From an optimization exercise on the open Yosys and OpenROAD flow, aimed at small area, a short achievable clock period and few clock cycles per item; shortcuts taken in it are not production practice.
Only simulation tests tie the RTL to the original design; equivalence was not proved.

==> flow/design.v, too long to show whole: its modules and the start of the top module <==
// module bc4_clz32: 17 lines
// module bc4_fadd: 74 lines
// module bc4_fmul: 87 lines
// module bc4_fround: 22 lines
// module bc4_fdiv: 133 lines
// module bc4_fdivc: 75 lines
// module bc4_encoder: 801 lines
module bc4_encoder (
    input              clk,
    input              rst,         
    input              start,       
    input              is_signed,   
    input      [511:0] samples,     
    output             ready,
    output             done,        
    output     [63:0]  block,
    output     [3:0]   iters,
    output             six
);
  // ...
==> flow/run.sh <==
#!/bin/bash
# synth_recipe.tcl (not shown) runs the flow's synth.tcl, then flattens the netlist and writes it again
# the make line also repeats each setting of config.mk as NAME=value (left out here)
make -C /OpenROAD-flow-scripts/flow DESIGN_CONFIG=/design/flow/config.mk WORK_HOME=/design/flow/orfs CLKGATE_MAP_FILE= SYNTH_SCRIPT=/design/flow/synth_recipe.tcl finish
==> flow/config.mk <==
export PLATFORM = sky130hd
export DESIGN_NAME = bc4_encoder
export DESIGN_NICKNAME = bc4_encoder
export VERILOG_FILES = /design/flow/design.v
export SDC_FILE = /design/flow/constraint.sdc
export NUM_CORES = 8
export LEC_CHECK = 0
export CAP_MARGIN = 20
export CORE_MARGIN = 2
export CORE_UTILIZATION = 45
export PLACE_DENSITY = 0.6
export SLEW_MARGIN = 20
==> flow/constraint.sdc <==
create_clock -name core_clock -period 25.0 [get_ports {clk}]
set_input_delay 5.0000 -clock core_clock [delete_from_list [all_inputs] [get_ports {clk}]]
set_output_delay 5.0000 -clock core_clock [all_outputs]
set_load 0.01 [all_outputs]
==> results.cfg, run 1 <==
[global_route]
use_met1_pct = 65.8
grt_pass1_wl_um = 2130000
use_met3_pct = 36.6
antenna_found_initial = 366

[synth]
netlist_top_cells_area = edfxtp_1, ha_1, dfxtp_1, nand2_1, fa_1
synthMuxAreaShare_pct = 6.33
ys_ff_latch = 2188
yosysSeqAreaShare_pct = 23.9

[placement]
dp.cells = 36600

[clock_tree]
cts.repair.resized = 0
clkLatencyLatePin_ps = 1100
htree_num_levels = 5

[worst_setup_path]
crit_fanout = 41
cp.required_ps = 25940
cp_slowest_cell = mux2i_1

[final_layout]
fin_nets = 33000
largest_register_ffs = 512
regArea_sq_um = 56100
nFillCells = 49000
nonClkBufAreaFrac_pct = 5.72

[drt]
vias_per_cell = 7.45
top_layer = met5

[status]
status = complete, but fails checks
failed_checks = capacitance limit, slew limit

[hold_path]
min_to = u_m.s_sign$_DFF_P_

[sta]
drv_slew = 9

[run]
maxCapViolations = 2
Testbench counts, summed over its fixed seeds: cycles 65,450, blocks 512.
==> module bc4_fmul, before the edit <==
module bc4_fmul (
    input         clk,
    input  [31:0] a,
    input  [31:0] b,
    output [31:0] y
);
    wire a_nan  = (&a[30:23]) & (|a[22:0]);
    wire b_nan  = (&b[30:23]) & (|b[22:0]);
    wire a_inf  = (&a[30:23]) & ~(|a[22:0]);
    wire b_inf  = (&b[30:23]) & ~(|b[22:0]);
    wire a_zero = ~(|a[30:0]);
    wire b_zero = ~(|b[30:0]);
    wire sign   = a[31] ^ b[31];
    wire spec   = a_nan | b_nan | a_inf | b_inf | a_zero | b_zero;
    wire sp_nan = a_nan | b_nan | (a_inf & b_zero) | (b_inf & a_zero);
    wire sp_inf = a_inf | b_inf;
    wire [7:0]  ea = {a[30:24], a[23] | ~|a[30:23]};
    wire [7:0]  eb = {b[30:24], b[23] | ~|b[30:23]};
    wire [23:0] ma = {|a[30:23], a[22:0]};
    wire [23:0] mb = {|b[30:23], b[22:0]};
    wire [31:0] p2 = ma * mb[23:16];
    wire [31:0] p1 = ma * mb[15:8];
    wire [31:0] p0 = ma * mb[7:0];
    wire [5:0]  lza, lzb;
    bc4_clz32 u_lza (.v({ma, 8'hff}), .n(lza));
    bc4_clz32 u_lzb (.v({mb, 8'hff}), .n(lzb));
    wire signed [9:0] e0 = $signed({2'd0, ea}) + $signed({2'd0, eb}) - 10'sd127;
    reg  [31:0] r_p2, r_p1, r_p0;
    reg  [4:0]  r_lza, r_lzb;
    reg  signed [9:0] r_e0;
    reg         r_sign, r_spec, r_nan, r_inf;
    always @(posedge clk) begin
        r_p2   <= p2;
        r_p1   <= p1;
        r_p0   <= p0;
        r_lza  <= lza[4:0];
        r_lzb  <= lzb[4:0];
        r_e0   <= e0;
        r_sign <= sign;
        r_spec <= spec;
        r_nan  <= sp_nan;
        r_inf  <= sp_inf;
    end
    wire [5:0]  L  = {1'b0, r_lza} + {1'b0, r_lzb};
    wire        nb = $signed({4'd0, L}) < r_e0;         
    wire        dn = $signed({4'd0, L}) > r_e0;         
    wire [9:0]  ne0 = -r_e0;
    wire [5:0]  sl = dn ? (r_e0[9] ? 6'd0 : r_e0[5:0]) : L;
    wire [5:0]  sr = (dn & r_e0[9]) ? ((ne0 > 10'd48) ? 6'd48 : ne0[5:0]) : 6'd0;
    wire signed [9:0] ebase = r_e0 + 10'sd1 - $signed({4'd0, L});
    wire [47:0] p   = {r_p2, 16'd0} + {8'd0, r_p1, 8'd0} + {16'd0, r_p0};
    wire [47:0] pls = p << sl;
    wire [95:0] prs = {p, 48'd0} >> sr;
    wire        rsh = dn & r_e0[9];
    wire [47:0] ps  = rsh ? prs[95:48] : pls;
    wire        lost = rsh & (|prs[47:0]);
    reg  [47:0] s_ps;
    reg         s_lost, s_nb, s_dn, s_sign, s_spec, s_nan, s_inf;
    reg  signed [9:0] s_eb;
    always @(posedge clk) begin
        s_ps   <= ps;
        s_lost <= lost;
        s_nb   <= nb;
        s_dn   <= dn;
        s_eb   <= ebase;
        s_sign <= r_sign;
        s_spec <= r_spec;
        s_nan  <= r_nan;
        s_inf  <= r_inf;
    end
    wire        top  = s_ps[47];
    wire        one  = ~top & s_nb;                    
    wire [26:0] m27  = one ? s_ps[46:20] : s_ps[47:21];
    wire        stk  = (one ? (|s_ps[19:0]) : (|s_ps[20:0])) | s_lost;
    wire signed [9:0] e_r = s_dn ? 10'sd0 : (top ? s_eb : s_eb - 10'sd1);
    wire        ovf  = e_r >= 10'sd255;
    wire        g    = m27[2];
    wire        s    = |m27[1:0] | stk;
    wire        rup  = g & (s | m27[3]);
    wire [22:0] mt   = m27[25:3];
    wire        mall = &mt;
    wire [7:0]  ex   = e_r[7:0];
    wire [30:0] body = rup ? (mall ? {ex + 8'd1, 23'd0} : {ex, mt + 23'd1}) : {ex, mt};
    assign y = s_spec ? (s_nan ? 32'h7fc00000 : {s_sign, s_inf ? 8'hff : 8'h00, 23'd0}) :
               ovf    ? {s_sign, 8'hff, 23'd0} :
               {s_sign, body};
endmodule
==> module bc4_encoder, before the edit <==
module bc4_encoder (
    input              clk,
    input              rst,         
    input              start,       
    input              is_signed,   
    input      [511:0] samples,     
    output             ready,
    output             done,        
    output     [63:0]  block,
    output     [3:0]   iters,
    output             six
);
    localparam [31:0] F_ZERO  = 32'h00000000;
    localparam [31:0] F_HALF  = 32'h3F000000;
    localparam [31:0] F_ONE   = 32'h3F800000;
    localparam [31:0] F_MONE  = 32'hBF800000;
    localparam [31:0] F_RSTOP = 32'h3B800000;   
    localparam [31:0] F_GSTOP = 32'h3C800000;   
    localparam [31:0] F_255   = 32'h437F0000;
    localparam [31:0] F_127   = 32'h42FE0000;
    function [31:0] f_small(input [2:0] v);
        case (v)
            3'd0: f_small = 32'h00000000;
            3'd1: f_small = 32'h3F800000;
            3'd2: f_small = 32'h40000000;
            3'd3: f_small = 32'h40400000;
            3'd4: f_small = 32'h40800000;
            3'd5: f_small = 32'h40A00000;
            3'd6: f_small = 32'h40C00000;
            default: f_small = 32'h40E00000;
        endcase
    endfunction
    function [31:0] c_weight(input six_pt, input [2:0] k);
        if (six_pt)
            case (k)
                3'd0: c_weight = 32'h3F800000;
                3'd1: c_weight = 32'h3F4CCCCD;
                3'd2: c_weight = 32'h3F19999A;
                3'd3: c_weight = 32'h3ECCCCCD;
                3'd4: c_weight = 32'h3E4CCCCD;
                default: c_weight = 32'h00000000;
            endcase
        else
            case (k)
                3'd0: c_weight = 32'h3F800000;
                3'd1: c_weight = 32'h3F5B6DB7;
                3'd2: c_weight = 32'h3F36DB6E;
                3'd3: c_weight = 32'h3F124925;
                3'd4: c_weight = 32'h3EDB6DB7;
                3'd5: c_weight = 32'h3E924925;
                3'd6: c_weight = 32'h3E124925;
                default: c_weight = 32'h00000000;
            endcase
    endfunction
    function [36:0] c_sq(input six_pt, input [2:0] k);
        if (six_pt)
            case (k)
                3'd0: c_sq = 37'h100000000;
                3'd1: c_sq = 37'h0A3D70B00;
                3'd2: c_sq = 37'h05C28F600;
                3'd3: c_sq = 37'h028F5C2C0;
                3'd4: c_sq = 37'h00A3D70B0;
                default: c_sq = 37'h0;
            endcase
        else
            case (k)
                3'd0: c_sq = 37'h100000000;
                3'd1: c_sq = 37'h0BC14E600;
                3'd2: c_sq = 37'h0829CBC00;
                3'd3: c_sq = 37'h053978300;
                3'd4: c_sq = 37'h02F053980;
                3'd5: c_sq = 37'h014E5E0C0;
                3'd6: c_sq = 37'h005397830;
                default: c_sq = 37'h0;
            endcase
    endfunction
    function signed [9:0] f2i(input [31:0] v);
        reg [23:0] m;
        reg [8:0]  mag;
        begin
            m = {1'b1, v[22:0]};
            if (v[30:23] < 8'd127)
                mag = 9'd0;
            else if (v[30:23] > 8'd135)
                mag = 9'd511;
            else
                mag = m >> (8'd150 - v[30:23]);
            f2i = v[31] ? -$signed({1'b0, mag}) : $signed({1'b0, mag});
        end
    endfunction
    function is_nan(input [31:0] v);
        is_nan = (&v[30:23]) & (|v[22:0]);
    endfunction
    function f_lt(input [31:0] a, input [31:0] b);
        if ((a[30:0] == 31'd0) && (b[30:0] == 31'd0))
            f_lt = 1'b0;
        else if (a[31] != b[31])
            f_lt = a[31];
        else if (a[31])
            f_lt = a[30:0] > b[30:0];
        else
            f_lt = a[30:0] < b[30:0];
    endfunction
    function f_eq(input [31:0] a, input [31:0] b);
        f_eq = (a == b) || ((a[30:0] == 31'd0) && (b[30:0] == 31'd0));
    endfunction
    function f_le(input [31:0] a, input [31:0] b);
        f_le = f_lt(a, b) || f_eq(a, b);
    endfunction
    function [31:0] clampv(input [31:0] v, input [31:0] l, input [31:0] h);
        if (is_nan(v) || f_lt(v, l))
            clampv = l;
        else if (f_lt(h, v))
            clampv = h;
        else
            clampv = v;
    endfunction
    function [31:0] f_half(input [31:0] x);
        reg [23:0] m;
        begin
            m = {x[23], x[22:0]};
            if (x[30:24] != 7'd0)
                f_half = {x[31], x[30:23] - 8'd1, x[22:0]};
            else
                f_half = {x[31], 8'd0, m[23:1]} + {31'd0, m[0] & m[1]};
        end
    endfunction
    function [31:0] f_recip(input signed [9:0] a, input sg);
        reg [7:0]  mag;
        reg [2:0]  p;
        reg [39:0] rep;
        reg [24:0] w;
        reg [7:0]  ex;
        integer j;
        begin
            mag = a[9] ? -a[7:0] : a[7:0];
            p = 3'd0;
            for (j = 0; j < 8; j = j + 1)
                if (mag[j]) p = j;
            if (sg) begin
                rep = {mag[6:0], mag[6:0], mag[6:0], mag[6:0], mag[6:0], 5'd0} << (3'd6 - p);
                ex  = 8'd120 + {5'd0, p};
            end else begin
                rep = {mag, mag, mag, mag, mag} << (3'd7 - p);
                ex  = 8'd119 + {5'd0, p};
            end
            w = rep[39:15];
            if (mag == 8'd0)
                f_recip = 32'h00000000;
            else
                f_recip = {a[9], {ex, w[23:1]} + {30'd0, w[0]}};
        end
    endfunction
    function [31:0] f_smul(input [31:0] r, input [2:0] j);
        reg [26:0] pr;
        reg [1:0]  sh;
        reg [23:0] mt;
        reg        g, s;
        begin
            pr = {1'b1, r[22:0]} * j;
            sh = pr[26] ? 2'd3 : pr[25] ? 2'd2 : pr[24] ? 2'd1 : 2'd0;
            mt = pr >> sh;
            g  = (sh == 2'd0) ? 1'b0 : pr[sh - 2'd1];
            s  = (sh == 2'd3) ? |pr[1:0] : (sh == 2'd2) ? pr[0] : 1'b0;
            if (r[30:0] == 31'd0)
                f_smul = {r[31], 31'd0};
            else
                f_smul = {r[31], {r[30:23] + {6'd0, sh}, mt[22:0]} + {30'd0, g & (s | mt[0])}};
        end
    endfunction
    function [36:0] fx_round(input [36:0] v);
        reg [36:0] t, low, grd, stk, lsb;
        reg        rup;
        begin
            t = v | (v >> 1);
            t = t | (t >> 2);
            t = t | (t >> 4);
            t = t | (t >> 8);
            t = t | (t >> 16);
            t = t | (t >> 32);
            low = t >> 24;
            grd = low ^ (low >> 1);
            stk = low >> 1;
            lsb = grd << 1;
            rup = (|(v & grd)) & ((|(v & stk)) | (|(v & lsb)));
            fx_round = (v & ~low) + (rup ? lsb : 37'd0);
        end
    endfunction
    function [31:0] fx_float(input [36:0] v);
        reg [5:0]  p;
        reg [36:0] n;
        integer j;
        begin
            p = 6'd0;
            for (j = 0; j < 37; j = j + 1)
                if (v[j]) p = j;
            n = v << (6'd36 - p);
            if (v == 37'd0)
                fx_float = 32'h00000000;
            else
                fx_float = {1'b0, 8'd95 + {2'd0, p}, n[35:13]};
        end
    endfunction
    localparam [2:0]
        S_IDLE = 3'd0,
        S_SCAN = 3'd1,
        S_MODE = 3'd2,
        S_IT   = 3'd3,
        S_FIN  = 3'd4,
        S_NEAR = 3'd5,
        S_DONE = 3'd6;
    localparam SPC = 4;
    localparam DVL = (27 + SPC - 1) / SPC + 3;
    localparam [6:0] T0_6 = (DVL > 10) ? DVL : 10;    
    localparam [6:0] T0_8 = (DVL > 10) ? DVL : 10;    
    localparam [6:0] UD = 7'd37;               
    localparam [6:0] UX = UD + DVL;            
    localparam [6:0] UY = UX + DVL;            
    localparam [6:0] UE = UY + 7'd2;           
    reg [2:0]  state;
    reg [6:0]  c;           
    reg [3:0]  it;          
    reg [31:0] s  [0:15];   
    reg [2:0]  st [0:15];   
    reg [31:0] stp [1:6];   
    reg        sgn;         
    reg        n6;          
    reg        cnt, cntb;   
    reg [31:0] X, Y;
    reg [31:0] hy;
    reg [31:0] dX, dY;      
    reg [36:0] d2X, d2Y;    
    reg [31:0] a0r, a1r, mr, dvq;
    reg        gxs, gys;    
    reg        upx, upy;    
    reg signed [9:0] e0, e1;
    reg [31:0] r0, r1;      
    reg        pal8, peq;
    wire       peq1 = peq && (stp[1] == r0) && (stp[2] == r0);
    wire       pq2  = peq && !peq1;          
    reg [47:0] idx;
    wire [31:0] lo   = sgn ? F_MONE : F_ZERO;
    wire [31:0] hi   = F_ONE;
    wire [2:0]  nm1  = n6 ? 3'd5 : 3'd7;
    wire [31:0] fnm1 = n6 ? 32'h40A00000 : 32'h40E00000;
    wire [31:0] dscl = sgn ? F_127 : F_255;
    wire [31:0] p    = s[8];      
    wire [31:0] pnx  = s[9];      
    wire [31:0] ppv  = s[7];      
    wire [6:0]  T0   = n6 ? T0_6 : T0_8;
    wire [6:0]  U0   = T0 + 7'd16;             
    wire [6:0]  ST2  = n6 ? 7'd7 : 7'd11;      
    wire [6:0]  cT   = c - T0;
    wire [6:0]  P0   = sgn ? 7'd7 : 7'd5;
    wire [6:0]  cf   = c - P0;
    wire [6:0]  fend = P0 + (pal8 ? 7'd10 : 7'd8);    
    wire [6:0]  cU   = c - U0;
    wire [31:0] pal [0:7];
    assign pal[0] = r0;
    assign pal[1] = r1;
    assign pal[2] = stp[1];
    assign pal[3] = stp[2];
    assign pal[4] = stp[3];
    assign pal[5] = stp[4];
    assign pal[6] = stp[5];
    assign pal[7] = stp[6];
    reg [2:0] state_n;
    reg [6:0] c_n;
    always @* begin
        state_n = state;
        c_n     = c + 7'd1;
        case (state)
            S_IDLE, S_DONE: begin
                c_n     = 7'd0;
                state_n = start ? S_SCAN : S_IDLE;
            end
            S_SCAN: if (c == 7'd7) begin state_n = S_MODE; c_n = 7'd0; end
            S_MODE: begin state_n = S_IT; c_n = 7'd0; end
            S_IT: begin
                if ((c == 7'd0 && it == 4'd8) || (c == 7'd2 && f_lt(a0r, F_RSTOP))) begin
                    state_n = S_FIN;
                    c_n     = 7'd0;
                end else if (cU == UE) begin
                    c_n = 7'd0;
                    if (gxs && gys) state_n = S_FIN;
                end
            end
            S_FIN: if (c == fend) begin state_n = S_NEAR; c_n = 7'd0; end
            S_NEAR: if (c == (pq2 ? 7'd33 : 7'd18)) begin state_n = S_DONE; c_n = 7'd0; end
            default: begin state_n = S_IDLE; c_n = 7'd0; end
        endcase
        if (rst) begin
            state_n = S_IDLE;
            c_n     = 7'd0;
        end
    end
    reg  [6:0] tn, un;           
    wire [6:0] c1    = c + 7'd1;
    wire       it_end = (state == S_IT) && (un == UE + 7'd1);
    wire       n_it0 = (state == S_MODE) || it_end;                
    wire       n_it  = (state == S_IT);
    wire       n_fin0 = (state == S_IT) && (state_n == S_FIN);        
    wire       n_fin = (state == S_FIN);
    wire       n_nr0 = (state == S_FIN) && (c == fend);
    wire       n_nr  = (state == S_NEAR);
    wire [31:0] mn_all = f_lt(a0r, dX) ? a0r : dX;                  
    wire [31:0] mx_all = f_lt(dY, a1r) ? a1r : dY;                  
    wire [31:0] bx_all = f_lt(mr, X) ? mr : X;                      
    wire [31:0] by_all = f_lt(Y, hy) ? hy : Y;
    wire        n6_m   = f_eq(mn_all, lo) || f_eq(mx_all, hi);      
    wire       n6_n  = (state == S_MODE) ? n6_m : n6;
    wire [6:0] T0_n  = n6_n ? T0_6 : T0_8;
    always @(posedge clk) begin
        if (n_it0) begin
            tn <= 7'd1 - T0_n;
            un <= 7'd1 - T0_n - 7'd16;
        end else begin
            tn <= tn + 7'd1;
            un <= un + 7'd1;
        end
    end
    wire [6:0] c_q = c1;         
    wire [6:0] cf1 = c1 - P0;    
    reg [1:0]  a0_sa, a0_sb, a0_sa_n, a0_sb_n;
    reg [2:0]  a1_sa, a1_sa_n;
    reg [3:0]  a1_sb, a1_sb_n;
    reg [2:0]  m_sa, m_sa_n, m_sb, m_sb_n;
    reg        a0_sub, a0_sub_n, a0_q, a0_q_n, a0_v, a0_v_n;
    reg        a1_sub, a1_sub_n, a1_v, a1_v_n;
    reg        m_v, m_v_n;
    reg        dv_go, dv_go_n;
    reg [1:0]  dv_s, dv_s_n;      
    reg        cd_go, cd_go_n;
    reg [31:0] oa0, ob0, oa1, mk, mkb;
    reg [31:0] oa0_n, ob0_n, oa1_n, mk_n, mkb_n;
    reg        d2_go, d2_go_n, d2_y, d2_y_n;    
    reg [36:0] d2c, d2c_n;
    reg        rot, rot_n;                      
    reg [2:0]  nkl, nku, nkl_n, nku_n;          
    reg [2:0]  j0r, j1r;                        
    wire [3:0] ia_n = un[4:1];                  
    wire [2:0] ka_n = st[ia_n];
    wire [3:0] im_n = un[4:1] - 4'd1;           
    wire [2:0] km_n = st[im_n];
    wire [6:0] ud_n = un - 7'd5;
    wire [3:0] id_n = ud_n[4:1];                
    wire [2:0] kd_n = st[id_n];
    wire [6:0] tq_n = tn - 7'd9;
    wire [3:0] iq_n = tq_n[4:1];                
    wire [2:0] kq_n = st[iq_n];
    wire [2:0] kst_n = c1[3:1] + 3'd1;          
    wire [31:0] stp0 = (X[30:0] == 31'd0) ? {X[31] & Y[31], 31'd0} : X;
    wire [31:0] stpn = (Y[30:0] == 31'd0) ? {X[31] & Y[31], 31'd0} : Y;
    reg [31:0] stp_k;
    always @* begin
        case (ka_n)
            3'd0: stp_k = stp0;
            3'd1: stp_k = stp[1];
            3'd2: stp_k = stp[2];
            3'd3: stp_k = stp[3];
            3'd4: stp_k = stp[4];
            3'd5: stp_k = n6 ? stpn : stp[5];
            3'd6: stp_k = stp[6];
            default: stp_k = stpn;
        endcase
    end
    reg [31:0] x_nx, y_nx;
    wire [31:0] y_up  = upy ? a0r : Y;         
    wire        y_lt  = f_lt(y_up, X);
    always @* begin
        if (state == S_MODE) begin
            x_nx = n6_m ? bx_all : mn_all;
            y_nx = n6_m ? ((cnt | cntb) ? by_all : hi) : mx_all;
        end else begin
            x_nx = y_lt ? y_up : X;
            y_nx = y_lt ? X : y_up;
        end
    end
    reg  [7:0]  le, le_r, ale, ohl;
    reg  [2:0]  rk [0:7];
    reg  [2:0]  kl, ku;
    integer j;
    always @* begin
        for (j = 0; j < 8; j = j + 1)
            le[j] = f_le((state == S_FIN && j == (pal8 ? 7 : 5)) ? cd_y : pal[j], p);
        if (pal8) begin
            rk[0] = 3'd1; rk[1] = 3'd7; rk[2] = 3'd6; rk[3] = 3'd5;
            rk[4] = 3'd4; rk[5] = 3'd3; rk[6] = 3'd2; rk[7] = 3'd0;
        end else begin
            rk[0] = 3'd6; rk[1] = 3'd0; rk[2] = 3'd2; rk[3] = 3'd3;
            rk[4] = 3'd4; rk[5] = 3'd5; rk[6] = 3'd1; rk[7] = 3'd7;
        end
        for (j = 0; j < 8; j = j + 1)
            ale[j] = le_r[rk[j]];
        for (j = 0; j < 8; j = j + 1)
            ohl[j] = ale[j] & ((j == 7) ? 1'b1 : ~ale[(j + 1) % 8]);
        kl = rk[0];
        ku = rk[0];                   
        for (j = 0; j < 8; j = j + 1)
            if (ohl[j]) begin
                kl = rk[j];
                ku = rk[(j == 7) ? 7 : j + 1];
            end
        if (ohl[7] && !pal8 && r1 == F_ONE) begin
            kl = 3'd1;
            ku = 3'd1;
        end
        if (peq1) begin
            kl = 3'd0;
            ku = f_lt(ppv, r0) ? 3'd6 : 3'd7;
        end
    end
    always @* begin
        a0_sa_n = 2'd0; a0_sb_n = 2'd0; a0_sub_n = 1'b1; a0_q_n = 1'b0; a0_v_n = 1'b0;
        a1_sa_n = 3'd0; a1_sb_n = 4'd0; a1_sub_n = 1'b0; a1_v_n = 1'b0;
        m_sa_n  = 3'd0; m_sb_n  = 3'd0; m_v_n = 1'b0;
        dv_go_n = 1'b0; dv_s_n = 2'd0;
        cd_go_n = 1'b0;
        d2_go_n = 1'b0; d2_y_n = 1'b0; d2c_n = 37'd0;
        oa0_n = oa0; ob0_n = ob0; oa1_n = oa1; mk_n = mk; mkb_n = mkb;
        nkl_n = nkl; nku_n = nku;
        rot_n = 1'b0;
        if ((state == S_IDLE || state == S_DONE) && start)
            rot_n = 1'b1;
        if (state == S_SCAN && c != 7'd7)
            rot_n = 1'b1;
        if (n_it0) begin
            a0_sa_n = 2'b01; a0_sb_n = 2'b01; a0_v_n = 1'b1;                       
            a1_sa_n = 3'b001; a1_sb_n = 4'b0001; a1_v_n = 1'b1;                    
            oa0_n = y_nx; ob0_n = x_nx; oa1_n = y_nx;
            m_sa_n = 3'b001; m_sb_n = 3'b001; m_v_n = 1'b1;                        
            mk_n   = c_weight(n6_n, 3'd1);
            mkb_n  = x_nx;
        end
        if (n_it) begin
            if (c_q == 7'd2) begin
                dv_go_n = 1'b1; dv_s_n = 2'd0;                                     
            end
            if (c_q >= 7'd1 && c_q <= ST2) begin                                    
                m_sa_n = 3'b001; m_sb_n = 3'b001; m_v_n = 1'b1;
                mk_n   = c_q[0] ? c_weight(n6, nm1 - kst_n) : c_weight(n6, kst_n);
                mkb_n  = c_q[0] ? Y : X;
            end
            if (c_q >= 7'd4 && c_q <= ST2 + 7'd3 && !c_q[0]) begin                 
                a1_sa_n = 3'b001; a1_sb_n = 4'b0100; a1_v_n = 1'b1;
                oa1_n   = mr;                                                      
            end
            if (tn < 7'd16) begin
                a0_sa_n = 2'b01; a0_sb_n = 2'b01; a0_v_n = 1'b1;
                oa0_n   = (tn == 7'd0) ? p : pnx;
                ob0_n   = X;
            end
            if (tn == 7'd2)
                mkb_n = dv_y;
            if (tn >= 7'd2 && tn < 7'd18) begin
                m_sa_n = 3'b010; m_sb_n = 3'b001; m_v_n = 1'b1;
            end
            if (tn >= 7'd5 && tn < 7'd21) begin
                a1_sa_n = 3'b010; a1_sb_n = 4'b0010; a1_v_n = 1'b1;
            end
            if (tn >= 7'd9 && tn < 7'd41) begin
                d2_go_n = 1'b1;
                d2_y_n  = ~tn[0];
                d2c_n   = tn[0] ? c_sq(n6, kq_n) : c_sq(n6, nm1 - kq_n);
            end
            if (tn < 7'd16)
                rot_n = 1'b1;
            if (un < 7'd32 && !un[0]) begin
                a0_sa_n = 2'b01; a0_sb_n = 2'b01; a0_v_n = 1'b1;
                oa0_n   = stp_k;
                ob0_n   = pnx;
            end
            if (un >= 7'd2 && un < 7'd34) begin
                m_sa_n = 3'b001; m_sb_n = 3'b010; m_v_n = 1'b1;
                mk_n   = un[0] ? c_weight(n6, nm1 - km_n) : c_weight(n6, km_n);
            end
            if (un >= 7'd5 && un < 7'd37) begin
                a1_sa_n  = (un >= 7'd7) ? 3'b100 : 3'b000;
                a1_sb_n  = (n6 && kd_n[2:1] == 2'b11) ? 4'b0000 : 4'b0100;
                a1_v_n   = 1'b1;
            end
            if (un < 7'd32 && un[0])
                rot_n = 1'b1;
            if (un == UD) begin
                m_sa_n = 3'b100; m_sb_n = 3'b100; m_v_n = 1'b1;                    
                dv_go_n = 1'b1; dv_s_n = 2'd1;                                     
            end
            if (un == UD + 7'd1) begin
                m_sa_n = 3'b100; m_sb_n = 3'b100; m_v_n = 1'b1;                    
            end
            if (un == UX) begin
                a0_sa_n = 2'b01; a0_sb_n = 2'b01; a0_v_n = 1'b1;                   
                oa0_n   = X;
                ob0_n   = dv_y;
                dv_go_n = 1'b1; dv_s_n = 2'd2;                                     
            end
            if (un == UY) begin
                a0_sa_n = 2'b01; a0_sb_n = 2'b01; a0_v_n = 1'b1;                   
                oa0_n   = Y;
                ob0_n   = dv_y;
            end
        end
        if (n_fin0) begin                                                       
            m_sa_n = 3'b001; m_sb_n = 3'b001; m_v_n = 1'b1;
            mk_n   = dscl;
            mkb_n  = n6 ? clampv(it_end ? x_nx : X, lo, hi) : clampv(it_end ? y_nx : Y, lo, hi);
        end
        if (n_fin) begin
            if (c_q == 7'd1) begin                                                  
                m_sa_n = 3'b001; m_sb_n = 3'b001; m_v_n = 1'b1;
                mk_n   = dscl;
                mkb_n  = n6 ? y_cl : x_cl;
            end
            if (sgn && (c_q == 7'd3 || c_q == 7'd4)) begin                          
                a0_sa_n = 2'b10; a0_sb_n = 2'b10; a0_sub_n = 1'b0; a0_q_n = 1'b1; a0_v_n = 1'b1;
            end
            if (cf1 >= 7'd2 && cf1 < (pal8 ? 7'd8 : 7'd6)) begin                    
                a0_sa_n = 2'b01; a0_sb_n = 2'b01; a0_sub_n = 1'b0; a0_v_n = 1'b1;
                oa0_n   = f_smul(r0, j0r);
                ob0_n   = f_smul(r1, j1r);
            end
            if (cf1 >= 7'd4 && cf1 < (pal8 ? 7'd10 : 7'd8))
                cd_go_n = 1'b1;
        end
        if (state == S_FIN && c == fend - 7'd1 && !pq2)
            rot_n = 1'b1;                                                       
        if (n_nr0) begin
            if (pq2) begin
                a0_sa_n = 2'b01; a0_sb_n = 2'b01; a0_v_n = 1'b1;
                a1_sa_n = 3'b001; a1_sb_n = 4'b1000; a1_sub_n = 1'b1; a1_v_n = 1'b1;
                oa0_n   = r0;
                oa1_n   = stp[1];
                ob0_n   = p;
            end else begin
                rot_n = 1'b1;
            end
        end
        if (n_nr) begin
            if (!pq2) begin
                if (c_q < 7'd15)
                    rot_n = 1'b1;
                if (c_q >= 7'd1 && c_q < 7'd17) begin
                    a0_sa_n = 2'b01; a0_sb_n = 2'b01; a0_v_n = 1'b1;
                    a1_sa_n = 3'b001; a1_sb_n = 4'b1000; a1_sub_n = 1'b1; a1_v_n = 1'b1;
                    oa0_n = pal[kl];
                    oa1_n = pal[ku];
                    ob0_n = ppv;
                    nkl_n = kl;
                    nku_n = ku;
                end
            end else begin
                if (c_q < 7'd32 && c_q[0])
                    rot_n = 1'b1;
                if (c_q < 7'd32) begin
                    a0_sa_n = 2'b01; a0_sb_n = 2'b01; a0_v_n = 1'b1;
                    a1_sa_n = 3'b001; a1_sb_n = 4'b1000; a1_sub_n = 1'b1; a1_v_n = 1'b1;
                    oa0_n   = c_q[0] ? stp[2] : r0;
                    oa1_n   = c_q[0] ? (f_lt(p, r0) ? lo : F_ONE) : stp[1];
                    ob0_n   = c_q[0] ? p : pnx;
                end
            end
        end
        if (rst)
            rot_n = 1'b0;
    end
    always @(posedge clk) begin
        a0_sa <= a0_sa_n; a0_sb <= a0_sb_n; a0_sub <= a0_sub_n; a0_q <= a0_q_n; a0_v <= a0_v_n & ~rst;
        a1_sa <= a1_sa_n; a1_sb <= a1_sb_n; a1_sub <= a1_sub_n; a1_v <= a1_v_n & ~rst;
        m_sa  <= m_sa_n;  m_sb  <= m_sb_n;  m_v <= m_v_n & ~rst;
        dv_go <= dv_go_n; dv_s  <= dv_s_n;
        cd_go <= cd_go_n & ~rst;
        d2_go <= d2_go_n & ~rst; d2_y  <= d2_y_n; d2c <= d2c_n;
        oa0 <= oa0_n; ob0 <= ob0_n; oa1 <= oa1_n; mk <= mk_n; mkb <= mkb_n;
        nkl <= nkl_n; nku <= nku_n;
        rot <= rot_n;
        le_r <= le;
        j0r <= ((cf == 7'd0) ? (e0 > e1) : pal8) ? (3'd0 - (cf[2:0] + 3'd2)) : (3'd6 - (cf[2:0] + 3'd2));
        j1r <= cf[2:0] + 3'd1;
    end
    wire        mr_neg = mr[31] & (|mr[30:0]);
    wire [31:0] a0_a = ({32{a0_sa[0]}} & oa0) | ({32{a0_sa[1]}} & mr);
    wire [31:0] a0_b = ({32{a0_sb[0]}} & ob0) | ({32{a0_sb[1]}} & F_HALF);
    wire [31:0] a1_a = ({32{a1_sa[0]}} & oa1) | ({32{a1_sa[1]}} & mr) | ({32{a1_sa[2]}} & a1r);
    wire [31:0] a1_b = ({32{a1_sb[0]}} & F_ONE) | ({32{a1_sb[1]}} & F_HALF) |
                       ({32{a1_sb[2]}} & mr) | ({32{a1_sb[3]}} & ob0);
    wire [31:0] m_a  = ({32{m_sa[0]}} & mk) | ({32{m_sa[1]}} & a0r) | ({32{m_sa[2]}} & a1r);
    wire [31:0] m_b  = ({32{m_sb[0]}} & mkb) | ({32{m_sb[1]}} & a0r) | ({32{m_sb[2]}} & a1r);
    wire [31:0] dv_a = (dv_s == 2'd0) ? fnm1 : (dv_s == 2'd1) ? a1r : dY;
    wire [31:0] dv_b = (dv_s == 2'd0) ? a0r  : (dv_s == 2'd1) ? d2X[31:0] : d2Y[31:0];
    wire [31:0] a0_y, a1_y, m_y, dv_y, cd_y;
    wire        dv_idle;
    bc4_fadd  u_a0 (.clk(clk), .a(a0_a), .b({a0_b[31] ^ a0_sub ^ (a0_q & mr_neg), a0_b[30:0]}), .y(a0_y));
    bc4_fadd  u_a1 (.clk(clk), .a(a1_a), .b({a1_b[31] ^ a1_sub, a1_b[30:0]}), .y(a1_y));
    bc4_fmul  u_m  (.clk(clk), .a(m_a), .b(m_b), .y(m_y));
    bc4_fdiv #(.SPC(SPC)) u_dv (.clk(clk), .start(dv_go), .a(dv_a), .b(dv_b), .idle(dv_idle), .y(dv_y));
    bc4_fdivc u_cd (.clk(clk), .a(a0r), .sev(pal8), .y(cd_y));
    wire [36:0] d2s  = (d2_y ? d2Y : d2X) + d2c;
    reg  [36:0] d2t;
    always @* begin
        d2t = d2s | (d2s >> 1);
        d2t = d2t | (d2t >> 2);
        d2t = d2t | (d2t >> 4);
        d2t = d2t | (d2t >> 8);
        d2t = d2t | (d2t >> 16);
        d2t = d2t | (d2t >> 32);
    end
    wire [36:0] d2low = d2t >> 24;
    wire [36:0] d2grd = d2low ^ (d2low >> 1);
    wire [36:0] d2lsb = d2grd << 1;
    wire        d2rup = (|(d2s & d2grd)) & ((|(d2s & (d2low >> 1))) | (|(d2s & d2lsb)));
    reg  [36:0] d2k, d2i;
    reg         d2w, d2wy;
    always @(posedge clk) begin
        d2k  <= d2s & ~d2low;
        d2i  <= d2rup ? d2lsb : 37'd0;
        d2w  <= d2_go;
        d2wy <= d2_y;
    end
    wire [36:0] d2r = d2k + d2i;
    wire [31:0] d2f = fx_float(cT[0] ? d2X : d2Y);    
    reg  [6:0]  ple_d, pge_d;   
    reg         le0_a, gen_a, le0_r, gen_r;
    reg  [2:0]  st_new;
    always @* begin
        if (le0_r)
            st_new = (n6 && ple_d[6]) ? 3'd6 : 3'd0;
        else if (gen_r)
            st_new = (n6 && pge_d[6]) ? 3'd7 : nm1;
        else
            st_new = f2i(a1r);
    end
    wire [31:0] pa_cl = clampv(s[0], lo, hi);
    wire        pa_in = f_lt(lo, pa_cl) && f_lt(pa_cl, hi);
    wire [31:0] pb_cl = clampv(s[8], lo, hi);
    wire        pb_in = f_lt(lo, pb_cl) && f_lt(pb_cl, hi);
    wire [31:0] x_cl = clampv(X, lo, hi);
    wire [31:0] y_cl = clampv(Y, lo, hi);
    wire signed [9:0] q_u = f2i(mr);
    wire signed [9:0] q_t = f2i(a0r);
    wire signed [9:0] q_s = (q_t > 10'sd127) ? 10'sd127 :
                            (q_t < -10'sd127) ? -10'sd127 : q_t;
    reg  [2:0]  nk0, nk1, nk0b, nk1b;
    reg  [31:0] bd;
    reg  [2:0]  bk;
    wire [31:0] d0a = {1'b0, a0r[30:0]};
    wire [31:0] d1a = {1'b0, a1r[30:0]};
    wire        take1 = f_lt(d1a, d0a) || (f_eq(d1a, d0a) && (nk1b < nk0b));
    wire [31:0] pd  = take1 ? d1a : d0a;
    wire [2:0]  pk  = take1 ? nk1b : nk0b;
    wire [31:0] rcp = f_recip((c == P0) ? e1 : e0, sgn);    
    assign ready = (state == S_IDLE) || (state == S_DONE);
    assign done  = (state == S_DONE);
    assign block = {idx, e1[7:0], e0[7:0]};
    assign iters = it;
    assign six   = n6;
    reg a0_w, a1_w, m_w1, m_w, cd_w;
    reg [2:0] cd_k, cd_kq;
    always @(posedge clk) begin
        state <= state_n;
        c     <= c_n;
        a0_w <= a0_v & ~rst;
        a1_w <= a1_v & ~rst;
        m_w1 <= m_v & ~rst;
        m_w  <= m_w1 & ~rst;
        cd_w <= cd_go;
        cd_kq <= cf[2:0] - 3'd3;
        if (a0_w) a0r <= a0_y;
        if (a1_w) a1r <= a1_y;
        if (m_w)  mr  <= m_y;
        if (dv_idle) dvq <= dv_y;
        if (cd_w) stp[cd_kq] <= cd_y;
        if (d2w) begin
            if (d2wy) d2Y <= d2r;
            else      d2X <= d2r;
        end
        nk0  <= pq2 ? (c[0] ? 3'd3 : 3'd0) : nkl;
        nk1  <= pq2 ? (c[0] ? (f_lt(p, r0) ? 3'd6 : 3'd7) : 3'd2) : nku;
        nk0b <= nk0;
        nk1b <= nk1;
        if (state == S_IDLE || state == S_DONE) begin
            for (j = 0; j < 16; j = j + 1)
                s[j] <= samples[32*j +: 32];
        end else if (rot) begin
            for (j = 0; j < 15; j = j + 1)
                s[j] <= s[j+1];
            s[15] <= (state == S_SCAN) ? pa_cl : s[0];
            s[7]  <= (state == S_SCAN) ? pb_cl : s[8];
        end
        case (state)
            S_IDLE, S_DONE: sgn <= is_signed;
            S_SCAN: begin
                if (c == 7'd0) begin
                    dX   <= pa_cl;
                    dY   <= pa_cl;
                    cnt  <= pa_in;
                    X    <= pa_in ? pa_cl : hi;
                    Y    <= pa_in ? pa_cl : lo;
                    a0r  <= pb_cl;
                    a1r  <= pb_cl;
                    cntb <= pb_in;
                    mr   <= pb_in ? pb_cl : hi;
                    hy   <= pb_in ? pb_cl : lo;
                end else begin
                    if (f_lt(pa_cl, dX)) dX <= pa_cl;
                    if (f_lt(dY, pa_cl)) dY <= pa_cl;
                    if (pa_in) begin
                        cnt <= 1'b1;
                        if (f_lt(pa_cl, X)) X <= pa_cl;
                        if (f_lt(Y, pa_cl)) Y <= pa_cl;
                    end
                    if (f_lt(pb_cl, a0r)) a0r <= pb_cl;
                    if (f_lt(a1r, pb_cl)) a1r <= pb_cl;
                    if (pb_in) begin
                        cntb <= 1'b1;
                        if (f_lt(pb_cl, mr)) mr <= pb_cl;
                        if (f_lt(hy, pb_cl)) hy <= pb_cl;
                    end
                end
            end
            S_MODE: begin
                it <= 4'd0;
                n6 <= n6_m;
                X  <= x_nx;
                Y  <= y_nx;
            end
            S_IT: begin
                if (c == 7'd0) begin
                    d2X  <= 37'd0;
                    d2Y  <= 37'd0;
                end
                if (c == 7'd2)
                    hy <= f_half(a1r);
                if (c >= 7'd6 && c <= ST2 + 7'd5 && !c[0])
                    stp[c[3:1] - 3'd2] <= a1r;
                ple_d <= {ple_d[5:0], f_le(p, f_half(X))};
                pge_d <= {pge_d[5:0], f_le(hy, p)};
                le0_a <= f_le(mr, F_ZERO);
                gen_a <= f_le(fnm1, mr);
                le0_r <= le0_a;
                gen_r <= gen_a;
                if (cT >= 7'd7 && cT < 7'd23)
                    st[cT[3:0] - 4'd7] <= st_new;
                if (cT == 7'd41) d2X <= {5'd0, d2f};
                if (cT == 7'd42) d2Y <= {5'd0, d2f};
                if (cT == 7'd43) begin
                    upx <= (d2X[30:0] != 31'd0);
                    upy <= (d2Y[30:0] != 31'd0);
                end
                if (cU == UD)          dX  <= a1r;
                if (cU == UD + 7'd1)   dY  <= a1r;
                if (cU == UD + 7'd3)   gxs <= f_lt(mr, F_GSTOP);
                if (cU == UD + 7'd4)   gys <= f_lt(mr, F_GSTOP);
                if (cU == UX + 7'd2 && upx) X <= a0r;
                if (cU == UE) begin
                    it <= it + 4'd1;
                    if (y_lt) begin
                        X <= y_up;
                        Y <= X;
                    end else begin
                        Y <= y_up;
                    end
                end
            end
            S_FIN: begin
                if (c == 7'd0) begin
                    X <= n6 ? x_cl : y_cl;    
                    Y <= n6 ? y_cl : x_cl;    
                end
                if (c == 7'd3 && !sgn) e0 <= q_u;
                if (c == 7'd4 && !sgn) e1 <= q_u;
                if (c == 7'd5 && sgn)  e0 <= q_s;
                if (c == 7'd6 && sgn)  e1 <= q_s;
                if (c == P0 - 7'd1)
                    r0   <= rcp;
                if (c == P0) begin
                    r1   <= rcp;
                    pal8 <= (e0 > e1);
                    peq  <= (e0 == e1);
                end
                if (cf == 7'd1 && !pal8) begin
                    stp[5] <= lo;
                    stp[6] <= hi;
                end
            end
            S_NEAR: begin
                if (!pq2) begin
                    if (c >= 7'd3 && c < 7'd19)
                        idx <= {pk, idx[47:3]};
                end else begin
                    if (c >= 7'd2 && !c[0]) begin
                        bd <= pd;
                        bk <= pk;
                    end
                    if (c >= 7'd3 && c[0])
                        idx <= {f_lt(pd, bd) ? pk : bk, idx[47:3]};
                end
            end
            default: ;
        endcase
    end
endmodule
==> run 2: changes to the inputs <==
--- a/flow/design.v
+++ b/flow/design.v
@@ -146,9 +146,11 @@
     wire [47:0] ps  = rsh ? prs[95:48] : pls;
     wire        lost = rsh & (|prs[47:0]);
-    reg  [47:0] s_ps;
+    reg  [47:20] s_ps;           
+    reg         s_lo;
     reg         s_lost, s_nb, s_dn, s_sign, s_spec, s_nan, s_inf;
     reg  signed [9:0] s_eb;
     always @(posedge clk) begin
-        s_ps   <= ps;
+        s_ps   <= ps[47:20];
+        s_lo   <= |ps[19:0];
         s_lost <= lost;
         s_nb   <= nb;
@@ -163,5 +165,5 @@
     wire        one  = ~top & s_nb;                    
     wire [26:0] m27  = one ? s_ps[46:20] : s_ps[47:21];
-    wire        stk  = (one ? (|s_ps[19:0]) : (|s_ps[20:0])) | s_lost;
+    wire        stk  = s_lo | (~one & s_ps[20]) | s_lost;
     wire signed [9:0] e_r = s_dn ? 10'sd0 : (top ? s_eb : s_eb - 10'sd1);
     wire        ovf  = e_r >= 10'sd255;
@@ -865,5 +867,5 @@
             end
             if (tn >= 7'd5 && tn < 7'd21) begin
-                a1_sa_n = 3'b010; a1_sb_n = 4'b0010; a1_v_n = 1'b1;
+                a1_sa_n = 3'b010; a1_sb_n = 4'b0100; a1_v_n = 1'b1;
             end
             if (tn >= 7'd9 && tn < 7'd41) begin
@@ -987,11 +989,26 @@
     end
     wire        mr_neg = mr[31] & (|mr[30:0]);
-    wire [31:0] a0_a = ({32{a0_sa[0]}} & oa0) | ({32{a0_sa[1]}} & mr);
-    wire [31:0] a0_b = ({32{a0_sb[0]}} & ob0) | ({32{a0_sb[1]}} & F_HALF);
-    wire [31:0] a1_a = ({32{a1_sa[0]}} & oa1) | ({32{a1_sa[1]}} & mr) | ({32{a1_sa[2]}} & a1r);
-    wire [31:0] a1_b = ({32{a1_sb[0]}} & F_ONE) | ({32{a1_sb[1]}} & F_HALF) |
-                       ({32{a1_sb[2]}} & mr) | ({32{a1_sb[3]}} & ob0);
-    wire [31:0] m_a  = ({32{m_sa[0]}} & mk) | ({32{m_sa[1]}} & a0r) | ({32{m_sa[2]}} & a1r);
-    wire [31:0] m_b  = ({32{m_sb[0]}} & mkb) | ({32{m_sb[1]}} & a0r) | ({32{m_sb[2]}} & a1r);
+    function [31:0] sel2(input [1:0] s, input [1:0] si, input [31:0] x0, input [31:0] x1);
+        sel2 = {({16{~si[0]}} & x0[31:16]) | ({16{~si[1]}} & x1[31:16]),
+                ({16{s[0]}} & x0[15:0]) | ({16{s[1]}} & x1[15:0])};
+    endfunction
+    function [31:0] sel3(input [2:0] s, input [2:0] si, input [31:0] x0, input [31:0] x1, input [31:0] x2);
+        sel3 = {({16{~si[0]}} & x0[31:16]) | ({16{~si[1]}} & x1[31:16]) | ({16{~si[2]}} & x2[31:16]),
+                ({16{s[0]}} & x0[15:0]) | ({16{s[1]}} & x1[15:0]) | ({16{s[2]}} & x2[15:0])};
+    endfunction
+    reg [1:0] a0_sa_i, a0_sb_i;
+    reg [2:0] a1_sa_i, m_sa_i, m_sb_i;
+    reg [3:0] a1_sb_i;
+    always @(posedge clk) begin
+        a0_sa_i <= ~a0_sa_n; a0_sb_i <= ~a0_sb_n;
+        a1_sa_i <= ~a1_sa_n; a1_sb_i <= ~a1_sb_n;
+        m_sa_i  <= ~m_sa_n;  m_sb_i  <= ~m_sb_n;
+    end
+    wire [31:0] a0_a = sel2(a0_sa, a0_sa_i, oa0, mr);
+    wire [31:0] a0_b = sel2(a0_sb, a0_sb_i, ob0, F_HALF);
+    wire [31:0] a1_a = sel3(a1_sa, a1_sa_i, oa1, F_HALF, a1r);
+    wire [31:0] a1_b = sel2(a1_sb[3:2], a1_sb_i[3:2], mr, ob0) | sel2(a1_sb[1:0], a1_sb_i[1:0], F_ONE, F_HALF);
+    wire [31:0] m_a  = sel3(m_sa, m_sa_i, mk, a0r, a1r);
+    wire [31:0] m_b  = sel3(m_sb, m_sb_i, mkb, a0r, a1r);
     wire [31:0] dv_a = (dv_s == 2'd0) ? fnm1 : (dv_s == 2'd1) ? a1r : dY;
     wire [31:0] dv_b = (dv_s == 2'd0) ? a0r  : (dv_s == 2'd1) ? d2X[31:0] : d2Y[31:0];
@@ -1056,5 +1073,7 @@
     wire [31:0] pd  = take1 ? d1a : d0a;
     wire [2:0]  pk  = take1 ? nk1b : nk0b;
-    wire [31:0] rcp = f_recip((c == P0) ? e1 : e0, sgn);    
+    reg         rsel;                                       
+    always @(posedge clk) rsel <= (c1 == P0);
+    wire [31:0] rcp = f_recip(rsel ? e1 : e0, sgn);         
     assign ready = (state == S_IDLE) || (state == S_DONE);
     assign done  = (state == S_DONE);
--- a/flow/config.mk
+++ b/flow/config.mk
@@ -6,7 +6,7 @@
 export NUM_CORES = 8
 export LEC_CHECK = 0
-export CAP_MARGIN = 20
+export CAP_MARGIN = 40
 export CORE_MARGIN = 2
-export CORE_UTILIZATION = 45
-export PLACE_DENSITY = 0.6
-export SLEW_MARGIN = 20
+export CORE_UTILIZATION = 30
+export PLACE_DENSITY = 0.5
+export SLEW_MARGIN = 40
==> run 2 against run 1 <==
Now clean on timing, DRC and antenna. Sequential share of layout area decreased by 0.32 points. Critical path depth decreased by 16. Critical path type is now flip-flop to output pin. Largest cell class unchanged. Global-route usage decreased by 16 points. Via count decreased by 7.9%. Non-clock buffer count increased by 131. Die area increased by 47%. Clock skew increased by 2.7 ps. Core utilization decreased by 16 points. Count of clock-buffer cells in the layout increased by 46. Worst setup slack improved by 140 ps.
==> results.cfg, run 2 <==
[synth]
synth_area_sq_um = 230000
yosys.area.top_type = edfxtp_1
synth.avg_cell_area_sq_um = 7.81
synth_edf_count = 1217
yosys_warnings = 11
synth.distinct_cells = 123
yosysSeqAreaShare_pct = 24.3
synth_top_area_share_pct = 15.9
synth_common_cells = nand2_1, nor2_1, a21oi_1
async_flop_share_pct = 0
ys_ff_latch = 2182
yosysMostFrequentCell = nand2_1
ys.flop_type = edfxtp_1
postSynthCellCount = 29400
netlist_top_cells_area = edfxtp_1, ha_1, dfxtp_1, nand2_1, fa_1

[clock_tree]
cts_buffers = 310
post_cts_buffers = 0
clock_path_buffers = 4
clkLatencyLatePin_ps = 1130
htree_num_levels = 5
clk_pin_slew_ps = 60
cts_sinks = 2182
cts_root_buffer = clkbuf_16
cts.repair.resized = 0
cts_tree = yes
hold_buffers = 0

[global_route]
grt_pass1_wl_um = 2230000
antenna_found_initial = 446
overflow = 0
grt_usage_pct = 42.4
grt_max_degree = 104
first_global_vias = 235000

[sta]
worst_slew_pin_slew_ps = 1060
period_needed_ps = 9800
fin_worst_skew_ps = 112
fmax_ghz = 0.102
drv_slew = 0
finalHoldViolations = 0
setup_tns_ps = 0
finalSetupViolCount = 0
rsz0062_at_grt = false
slew_headroom_pct = 28.8
fin_crit_sh_pct = 39.2

[drt]
postRouteAntennaNets = 0
routedWlPerCell_um = 42.6
vias = 258000
drt_wl_total_um = 1720000
drcViolationCount = 0
vias_per_cell = 6.38
drt-initial-drc-count = 38700
firstDrtPassIters = 10

[final_layout]
design_area_sq_um = 266000
mostFrequentLayoutCells = nand2_1, nor2_1, a21oi_1
drive_above_1_share_pct = 10.1
final_common_cell = nand2_1
largest-register = s
top_regs = s (512), stp (192)
areaGrowthSynthToFinish_pct = 15.9
largest_register_ffs = 512
postLayoutCoreUtil_pct = 34.8
fin_nets = 32700

[status]
status = timing/DRC/antenna clean

[worst_setup_path]
critPathKind = flip-flop to output pin
cp_slowest_cell = nand3_4
cp.required_ps = 20000
slowest_delay_ps = 760
r2r_start = a0_sa_i[1]$_DFF_P_
r2r_cells = 30
cp_cell_sequence = inv_2 -> nand2_1 -> nand3_4 -> inv_8 -> clkdlybuf4s50_1
crit_arrival_ps = 4800
r2r-end = u_a0.r_sum[26]$_DFF_P_
reg2reg_slack_ps = 15440
start_kind = flip-flop
crit_fanout = 52
end_kind = output pin

[floorplan]
die_h_um = 879
die_x_um = 879
num_rows = 321
core_area_sq_um = 763000
start_util_pct = 30.1
io_pins = 587
dieArea_sq_um = 772000

[placement]
placed_area_sq_um = 254000
io_buffers = 586
gp_congestion = 1.12
hpwl_um = 1350000

[run]
maxCapViolations = 0

[hold_path]
min_path_type = flip-flop to flip-flop
min-delay-start = u_m.r_spec$_DFF_P_
holdPathStages = 0
min_to = u_m.s_spec$_DFF_P_
run 2: cell count changes in the layout (fill, tap and decap cells not counted), sizes merged, moves of 46 or more:
cell / previous run / this run
mux2i: 764 / 898
buf: 1193 / 1324
a21oi: 2167 / 2235
o211ai: 364 / 312
diode: 455 / 282
nand3: 750 / 660
mux2: 261 / 214
clkbuf: 368 / 414
nand2b: 275 / 340
and3: 215 / 168
run 2: critical path: cells and delay by family, from the launching register on:
kind          cells  cell delay (ps)
simple gates      2             1510
buf+inv           3             1620
flops             1              540
run 2: per-layer routing:
metal  GRT usage (%)  routed length [um]  up-vias
met5           0.867                2290        -
met4            28.8              141000      178
li1                -                   -   107000
met3            17.0              216000     4055
met2            58.9              678000    17700
met1            53.4              683000   129000
run 2: worst max-delay path by stage:
stage,startpoint,end,slack [ps],depth (start not counted)
floorplan,state[2]$_DFF_P_,s[0][0]$_DFFE_PP_,11000,6
global placement,a0r[29]$_DFF_P_,mkb[16]$_DFF_P_,15240,22
detailed placement,a1r[26]$_DFF_P_,u_a1.r_sum[26]$_DFF_P_,15570,30
CTS,state[1]$_DFF_P_,ready,15260,5
global route,a0_sa_i[1]$_DFF_P_,u_a0.r_sum[26]$_DFF_P_,14960,30
finish,state[1]$_DFF_P_,ready,15200,5
run 2: logic make-up after synthesis:
| group | synth area share, % |
|---|---|
| xor gates and xnor gates | 3.99 |
| DFF | 24.3 |
| adders and majority gates | 15.6 |
| buffers and inverters | 6.06 |
| muxes | 6.66 |
| other | 0.00327 |
| and+or+nand+nor | 20.6 |
| AOI/OAI and AO/OA | 22.8 |
run 2: layout make-up:
cell class	instances	area (sq um)
antenna	282	706
clock buffer	412	8760
clock inverter	155	1810
fill	80900	497000
inverter	1763	6650
multi-input combinational	23500	163000
sequential	2182	56000
tap	10200	12700
timing repair buffer	1912	16300
run 2: through the flow:
stage / cells / hold slack (ps) / worst slack, ps
after floorplan: 29400 / 310 / 11000
after global placement: 39500 / 313 / 15240
after detailed placement: 39600 / 312 / 15570
after CTS: 40100 / 311 / 15260
after global routing: 40200 / 329 / 14960
final: 40400 / 325 / 15200
Testbench counts of run 2, summed over its fixed seeds: cycles 65,450, blocks 512.
==> run 3: changes to the inputs <==
--- a/flow/design.v
+++ b/flow/design.v
@@ -1076,6 +1076,11 @@
     always @(posedge clk) rsel <= (c1 == P0);
     wire [31:0] rcp = f_recip(rsel ? e1 : e0, sgn);         
-    assign ready = (state == S_IDLE) || (state == S_DONE);
-    assign done  = (state == S_DONE);
+    reg ready_r, done_r;
+    always @(posedge clk) begin
+        ready_r <= (state_n == S_IDLE) || (state_n == S_DONE);
+        done_r  <= (state_n == S_DONE);
+    end
+    assign ready = ready_r;
+    assign done  = done_r;
     assign block = {idx, e1[7:0], e0[7:0]};
     assign iters = it;
==> run 3 against run 2 <==
Core utilization decreased by 0.14 points. Worst hold slack improved by 0.68 ps. Area after synthesis increased by 0.82%. Non-clock buffer count decreased by 125. Sequential share of layout area decreased by 0.061 points. Clock skew decreased by 26 ps. Sequential cell count increased by 2. Worst setup slack improved by 12 ps. Via count increased by 0.15%. Critical endpoint is now u_a1.r_sum[26]$_DFF_P_. Largest cell class unchanged.
==> results.cfg, run 3 <==
[worst_setup_path]
reg2reg_slack_ps = 15210
crit_path_start = a1r[28]$_DFF_P_
slowest_delay_ps = 790
r2r-end = u_a1.r_sum[26]$_DFF_P_
cp_slowest_cell = nor4_1
cp.required_ps = 25920
crit_arrival_ps = 10710
r2r_cells = 35
crit_fanout = 33
crit_buf_inv = 6
cpLargestDelayFamily = compound AO/OA/AOI/OAI gates
critPathKind = flip-flop to flip-flop
crit_end = u_a1.r_sum[26]$_DFF_P_
start_kind = flip-flop
end_kind = flip-flop
r2r_start = a1r[28]$_DFF_P_
cp.depth = 35

[synth]
synth.distinct_cells = 117
ys_ff_latch = 2184
yosysSeqAreaShare_pct = 24.2
ys.flop_type = edfxtp_1
synth_top_area_share_pct = 15.8
synth_edf_count = 1217
yosysMostFrequentCell = nand2_1
yosys.area.top_type = edfxtp_1
synth_area_sq_um = 231000
netlist_top_cells_area = edfxtp_1, ha_1, dfxtp_1, nand2_1, fa_1
yosys_warnings = 11
postSynthCellCount = 29700
synth.avg_cell_area_sq_um = 7.78
synth_common_cells = nand2_1, nor2_1, o21ai_0
async_flop_share_pct = 0

[final_layout]
mostFrequentLayoutCells = nand2_1, nor2_1, o21ai_0
largest_register_ffs = 512
top_regs = s (512), stp (192)
regArea_sq_um = 56000
multi_input_area_sq_um = 165000
final_common_cell = nand2_1
nFillCells = 80900
areaGrowthSynthToFinish_pct = 15.3
drive_above_1_share_pct = 9.58
instances_no_fill = 40700
design_area_sq_um = 267000
largest-register = s
fin_nets = 32900

[drt]
drcViolationCount = 0
vias_per_cell = 6.36
firstDrtPassIters = 10
drt_wl_total_um = 1570000
postRouteAntennaNets = 0
routedWlPerCell_um = 38.5
vias = 258000
drt-initial-drc-count = 37900

[clock_tree]
cts.repair.resized = 0
post_cts_buffers = 0
clock_path_buffers = 4
cts_sinks = 2184
cts_root_buffer = clkbuf_16
clk_pin_slew_ps = 60
clkLatencyLatePin_ps = 1100
cts_buffers = 304
cts_tree = yes
htree_num_levels = 5
hold_buffers = 0

[sta]
worst_slew_pin_slew_ps = 1100
finalHoldViolations = 0
slew_headroom_pct = 26.6
period_needed_ps = 9790
setup_tns_ps = 0
fin_worst_skew_ps = 85.9
fmax_ghz = 0.102
finalSetupViolCount = 0
fin_crit_sh_pct = 39.2
drv_slew = 0
rsz0062_at_grt = false

[placement]
hpwl_um = 1220000
placed_area_sq_um = 255000
gp_congestion = 1.12
dp.cells = 39800
io_buffers = 586

[floorplan]
io_pins = 587
die_x_um = 882
start_util_pct = 30.1
dieArea_sq_um = 778000
num_rows = 322
core_area_sq_um = 769000
die_h_um = 882

[status]
status = timing/DRC/antenna clean

[global_route]
antenna_found_initial = 363
overflow = 0
first_global_vias = 234000
grt_usage_pct = 38.4
grt_max_degree = 145
grt_pass1_wl_um = 2080000

[hold_path]
min_path_type = flip-flop to flip-flop

[run]
maxCapViolations = 0
[run 3: changes by cell type in the layout (fill, tap and decap cells not counted), moves of 47 or more]
cell	previous run	this run
a211oi_1	288	335
a21oi_1	2194	2040
a31oi_1	317	239
buf_4	1253	1143
mux2i_1	882	795
nand3_1	650	726
nor2_1	2415	2511
o21ai_0	2022	2106
xor2_1	278	330
[run 3: how the worst min path moves through the flow]
stage / end / depth (start not counted) / slack (ps) / startpoint
after floorplan: cd_w$_DFF_P_ / 0 / 310 / cd_go$_DFF_P_
after global routing: nk1b[2]$_DFF_P_ / 0 / 330 / nk1[2]$_DFF_P_
final: nk1b[2]$_DFF_P_ / 0 / 330 / nk1[2]$_DFF_P_
after CTS: nk1b[2]$_DFF_P_ / 0 / 330 / nk1[2]$_DFF_P_
after detailed placement: u_m.s_sign$_DFF_P_ / 0 / 320 / u_m.r_sign$_DFF_P_
after global placement: u_m.s_sign$_DFF_P_ / 0 / 310 / u_m.r_sign$_DFF_P_
[run 3: through the flow]
stage / hold WS, ps / util (%) / setup WS (ps)
after floorplan: 310 / - / 11030
after global placement: 311 / 32.9 / 15210
after detailed placement: 317 / 33.1 / 15470
after CTS: 326 / 34.5 / 15430
after global routing: 328 / 34.6 / 14730
final: 325 / 34.7 / 15210
[run 3: cell families after synthesis]
| family | after synthesis | share of synthesized area (%) |
|---|---|---|
| xor gates and xnor gates | 1051 | 3.98 |
| adders and majority gates | 2478 | 15.4 |
| DFF | 2184 | 24.2 |
| AOI/OAI and AO/OA | 8387 | 23.3 |
| buffers and inverters | 3692 | 6.04 |
| muxes | 1193 | 6.05 |
| and+or+nand+nor | 10700 | 21.0 |
| other | 2 | 0.00325 |
[run 3: cell type report]
type	count	area share (%)
antenna	300	0.281
multi-input combinational	23900	61.7
clock inverter	181	0.861
inverter	1752	2.47
tap	10200	4.79
timing repair buffer	1787	5.77
clock buffer	378	3.13
sequential	2184	21.0
[run 3: routing by layer]
metal	vias up	track usage, %	share of wire [%]
met1	127000	47.5	39
li1	108000	-	-
met5	-	1.14	0.16
met4	178	27.2	8.6
met2	18300	52.7	39
met3	4592	17.1	13
Testbench counts of run 3, summed over its fixed seeds: cycles 65,450, blocks 512.

[separate check: timing with driven ports]
Ports are ideal in the flow. The routed layouts listed here were re-timed in OpenROAD.
Step 1: set_driving_cell puts a clkbuf_16 on clk and a buf_2 on each other input, an assumption about the parent block.
Step 2, shift: input delay + t, output delay - t, t = (earliest + latest rising clock arrival at the registers) / 2. This alone moves slack from input paths to output paths.
Three values: ideal ports, drivers, drivers and shift; two values: the first two.
run	t (ns)	slack for setup (ns)	worst hold slack (ns)	worst setup path at the end	worst data-port slew with drivers (ns)
run 1	1.195	15.059 / 15.059 / 15.059	0.330 / 0.330 / 0.330	register to register	0.23
run 2	1.241	15.199 / 15.033 / 15.438	0.325 / 0.325 / 0.325	register to register	0.22
run 3	1.224	15.211 / 15.211 / 15.211	0.325 / 0.325 / 0.325	register to register	0.15
